This is an optimization exercise on Yosys and OpenROAD, whose aim is small area, a short achievable clock period and few clock cycles, not a production implementation.
The RTL was checked by simulation tests, not by an equivalence proof against the original design.
Power and IR drop assume default switching activity.

== job 5158 ==
==> flow/design.v (excerpt) <==
module feistel_engine (
    input  wire        clk,
    input  wire        rst,         
    input  wire        cmd_valid,
    input  wire [71:0] cmd,
    output wire        cmd_ready,
    output wire [63:0] blk,
    output wire [7:0]  status
);
Size: ~2,700 cells after synthesis, roughly 140 flip-flops, ~16,000 um2 of cells after synthesis.
clock: 5.5 ns
lec_check: 0
abc_area: 1
cap_margin: 20
core_margin: 2
core_utilization: 40
setup_slack_margin: 3.0
slew_margin: 20
run.sh (not shown) runs the stock make flow with config.mk's settings and CLKGATE_MAP_FILE= SYNTH_SCRIPT=/design/flow/synth_recipe.tcl, a recipe that flattens the netlist after the stock synthesis.
Job 5158 did not stop at any stage, and its layout met the timing, DRC and antenna checks.
Testbench counts of job 5158, summed over its fixed seeds: cycles 26,762.
--- input diff job 5158..job 484 ---
==> flow/flow/run.sh (new file) <==
#!/bin/bash
export BUFFER_PORTS_ARGS="-buffer_cell sky130_fd_sc_hd__buf_2"
bash standard.sh > standard_flow.log 2>&1
==> flow/standard.sh (new file) <==
#!/bin/bash
# synth_recipe.tcl (not shown) runs the flow's synth.tcl, then flattens the netlist and writes it again
# the make line also repeats each setting of config.mk as NAME=value (left out here)
make -C /OpenROAD-flow-scripts/flow DESIGN_CONFIG=/design/flow/config.mk WORK_HOME=/design/flow/orfs CLKGATE_MAP_FILE= SYNTH_SCRIPT=/design/flow/synth_recipe.tcl "${@:-finish}"
--- a/flow/config.mk
+++ b/flow/config.mk
@@ -12 +12 @@
-export SETUP_SLACK_MARGIN = 3.0
+export SETUP_SLACK_MARGIN = 2.25
removed: flow/run.sh
--- outcome ---
Looking at start-to-end type of the worst setup path, the reg -> reg result is from job 5158; the in -> reg one comes from job 484. Comparing job 5158 and job 484, the lower clock group share of total power was measured on job 5158. Setup WNS job 5158 -> job 484: worse. Every stage of the flow completed for job 484, and the final layout passed the timing, DRC and antenna checks. Measured against job 5158, the leakage power total of job 484 comes out at 0.77 times the reference value. Looking at overall power, job 484 sits 8.9% lower than job 5158 does. Routed length per placed instance is higher on job 5158.
Input-level comparison between job 1327 and job 484:
--- a/flow/config.mk
+++ b/flow/config.mk
@@ -11,2 +11,2 @@
-export CORE_UTILIZATION = 40
-export SETUP_SLACK_MARGIN = 2.25
+export CORE_UTILIZATION = 50
+export SETUP_SLACK_MARGIN = 2.5
Notes after the runs:
Job 1327 completed every stage of the flow, and the final layout passed the timing, DRC and antenna checks. Side by side, multi-input gate share of total cell area turned out higher in job 1327 than in job 484. [compare] base=job 484 new=job 1327: floorplan row count fell 7; number of antenna violations at the first check in global routing fell 3. Relative to job 484, the overall via count from detail_route measured on job 1327 has increased by a few percent. Looking at post-placement cell count, job 1327 sits about 3.5% below job 484. Setup slack: job 1327 more than job 484.
Here is what was changed in the inputs of job 4893 compared with job 1327.
==> flow/flow/run.sh <==
#!/bin/bash
export BUFFER_PORTS_ARGS="-buffer_cell sky130_fd_sc_hd__buf_4"
bash standard.sh > standard_flow.log 2>&1
--- a/flow/config.mk
+++ b/flow/config.mk
@@ -11 +11 @@
-export CORE_UTILIZATION = 50
+export CORE_UTILIZATION = 40
### Flow results
The sequential share of layout area reported for job 4893 is smaller than that of job 1327 by 0.40 points.
Between job 4893 and job 1327, it is job 4893 whose share of layout cells above drive strength 1 is higher, by 0.29 points.
Data-path buffer share of cell area in the final layout for job 4893 is higher than for job 1327.
The flow did not stop early for job 4893: all stages ran, and the layout cleared the timing, DRC and antenna checks.
Run comparison: job 4893 endpoint of the worst setup timing path blk_r[20]; job 1327 endpoint of the worst setup timing path blk_r[7]
Diff job 1327 -> job 4893: pin count of the biggest net entering global routing decreased by 1.7% relative to the old numbers, first-pass detailed-route iteration total decreased by 11 relative to the old numbers.

feistel_engine again, from the RTL that the note above started with.
Settings: LEC_CHECK=0, ABC_AREA=1, CAP_MARGIN=20, CORE_MARGIN=2, CORE_UTILIZATION=40, SETUP_SLACK_MARGIN=2.75, SLEW_MARGIN=20; clock period 5.5 ns.
standard.sh (not shown) runs the stock make flow with config.mk's settings and CLKGATE_MAP_FILE= SYNTH_SCRIPT=/design/flow/synth_recipe.tcl, a recipe that flattens the netlist after the stock synthesis.
==> flow/flow/run.sh <==
#!/bin/bash
export BUFFER_PORTS_ARGS="-buffer_cell sky130_fd_sc_hd__buf_4"
bash standard.sh > standard_flow.log 2>&1
The first run produced a clean layout.
Testbench counts at the start, summed over its fixed seeds: cycles 26,762.
Change:
==> flow/flow/run.sh (replaced) <==
#!/bin/bash
export BUFFER_PORTS_ARGS="-buffer_cell sky130_fd_sc_hd__buf_2"
bash standard.sh > standard_flow.log 2>&1
- SETUP_SLACK_MARGIN: 2.75 -> 2.5
Register-to-register slack is worse by 0.14 ns.
Fmax decreases by 4.6%.
Core utilization falls by 5.0 points.
Hold slack barely changes.
Die area does not change.
Global-route usage barely changes.
Final area goes down by 9.3%.
Cell count decreases by 0.84%.
Change:
- PLACE_DENSITY: default -> 0.8
- SETUP_SLACK_MARGIN: 2.5 -> 2.75
Outcome:
- power climbs by 5.2%
- final cell count increases by 1.8%
- global-route usage shrinks by 1.2 points
- core utilization rose by 4.7 points
- clock power increases by about 6%
- non-clock buffer count came out higher by 65
- cell area went up by 9.5%
- clock-buffer cell count shrinks by 1
- sequential power barely changes
- synthesized area does not change
- die area does not change

feistel_engine again, from the RTL that the note above started with.
Design feistel_engine, start of the top module:
module feistel_engine (
    input  wire        clk,
    input  wire        rst,         
    input  wire        cmd_valid,
    input  wire [71:0] cmd,
    output wire        cmd_ready,
    output wire [63:0] blk,
    output wire [7:0]  status
);
Settings: LEC_CHECK=0, ABC_AREA=1, CAP_MARGIN=20, CORE_MARGIN=2, CORE_UTILIZATION=40, SETUP_SLACK_MARGIN=2.5, SLEW_MARGIN=20; clock period 5.5 ns.
run.sh (not shown) runs the stock make flow with config.mk's settings and CLKGATE_MAP_FILE= SYNTH_SCRIPT=/design/flow/synth_recipe.tcl, a recipe that flattens the netlist after the stock synthesis.
Stock flow here: none of the scripts above is used.
Testbench counts at the start, summed over its fixed seeds: cycles 26,762.
==> next run, changes <==
==> flow/flow/run.sh (new file) <==
#!/bin/bash
export BUFFER_PORTS_ARGS="-buffer_cell sky130_fd_sc_hd__buf_2"
bash standard.sh > standard_flow.log 2>&1
==> flow/standard.sh (new file) <==
#!/bin/bash
# synth_recipe.tcl (not shown) runs the flow's synth.tcl, then flattens the netlist and writes it again
# the make line also repeats each setting of config.mk as NAME=value (left out here)
make -C /OpenROAD-flow-scripts/flow DESIGN_CONFIG=/design/flow/config.mk WORK_HOME=/design/flow/orfs CLKGATE_MAP_FILE= SYNTH_SCRIPT=/design/flow/synth_recipe.tcl "${@:-finish}"
--- a/flow/config.mk
+++ b/flow/config.mk
@@ -10,4 +10,5 @@
 export CORE_MARGIN = 2
 export CORE_UTILIZATION = 40
+export PLACE_DENSITY = 0.8
 export SETUP_SLACK_MARGIN = 2.5
 export SLEW_MARGIN = 20
removed: flow/run.sh
The new run passed the timing, DRC and antenna checks; design area shrinks by 6.0%; worst setup slack gets worse by 78 ps; via count shrinks by 0.89%; utilization shrinks by 3.0 points; area after synthesis is unchanged.
==> next run, changes <==
==> flow/flow/run.sh (replaced) <==
#!/bin/bash
export BUFFER_PORTS_ARGS="-buffer_cell sky130_fd_sc_hd__buf_4"
bash standard.sh > standard_flow.log 2>&1
--- a/flow/config.mk
+++ b/flow/config.mk
@@ -6,9 +6,7 @@
 export NUM_CORES = 4
 export LEC_CHECK = 0
-export ABC_AREA = 1
 export CAP_MARGIN = 20
 export CORE_MARGIN = 2
 export CORE_UTILIZATION = 40
-export PLACE_DENSITY = 0.8
 export SETUP_SLACK_MARGIN = 2.5
 export SLEW_MARGIN = 20
Outcome: The changed run went through all stages and came out clean; final area rises by 6.7%; synthesized cell count shrinks by 19%; clock-buffer cell count came out higher by 1; via count falls by 11%; area after synthesis rises by 4.4%; worst setup slack is worse by 70 ps; clock power stays flat; flip-flop and latch count stays the same.

## afterwards: timing with drivers on the ports
No port has a modelled driver above. Below, the same layouts with a new extraction and two added sets of constraints. Step 1: set_driving_cell puts a clkbuf_16 on clk and a buf_2 on each other input, an assumption about the parent block. Step 2 times the ports against the registers' clock, not the clock port: input delays grow and output delays shrink by t, the midpoint of the rising clock arrivals with the driver on. a / b / c = ideal / step 1 / step 2; a / b = the first two.
run | t (ns) | setup WS [ns] | worst slew at a driven data input, ns | pins driven straight from the clock port
job 5158 | 0.532 | 2.725 / 2.725 / 2.220 | 0.05 | 1
job 484 | 0.542 | 2.197 / 2.229 / 1.689 | 0.04 | 1
job 1327 | 0.521 | 2.363 / 2.363 / 1.973 | 0.05 | 1
job 4893 | 0.536 | 2.424 / 2.424 / 2.015 | 0.05 | 1
the first run of note 2 | 0.537 | 2.634 / 2.634 / 2.203 | 0.04 | 1
the second run of note 2 | 0.544 | 2.495 / 2.495 / 2.065 | 0.04 | 1
the third run of note 2 | 0.522 | 2.615 / 2.615 / 2.139 | 0.05 | 1
the first run of note 3 | 0.536 | 2.485 / 2.454 / 1.999 | 0.04 | 1
the second run of note 3 | 0.520 | 2.408 / 2.416 / 1.919 | 0.03 | 1
the third run of note 3 | 0.495 | 2.337 / 2.351 / 1.856 | 0.05 | 1
After both steps setup and hold are still met in every run listed. For job 484, which loses most, drivers alone change the setup slack by +0.032 ns; drivers and shift together by -0.508 ns.
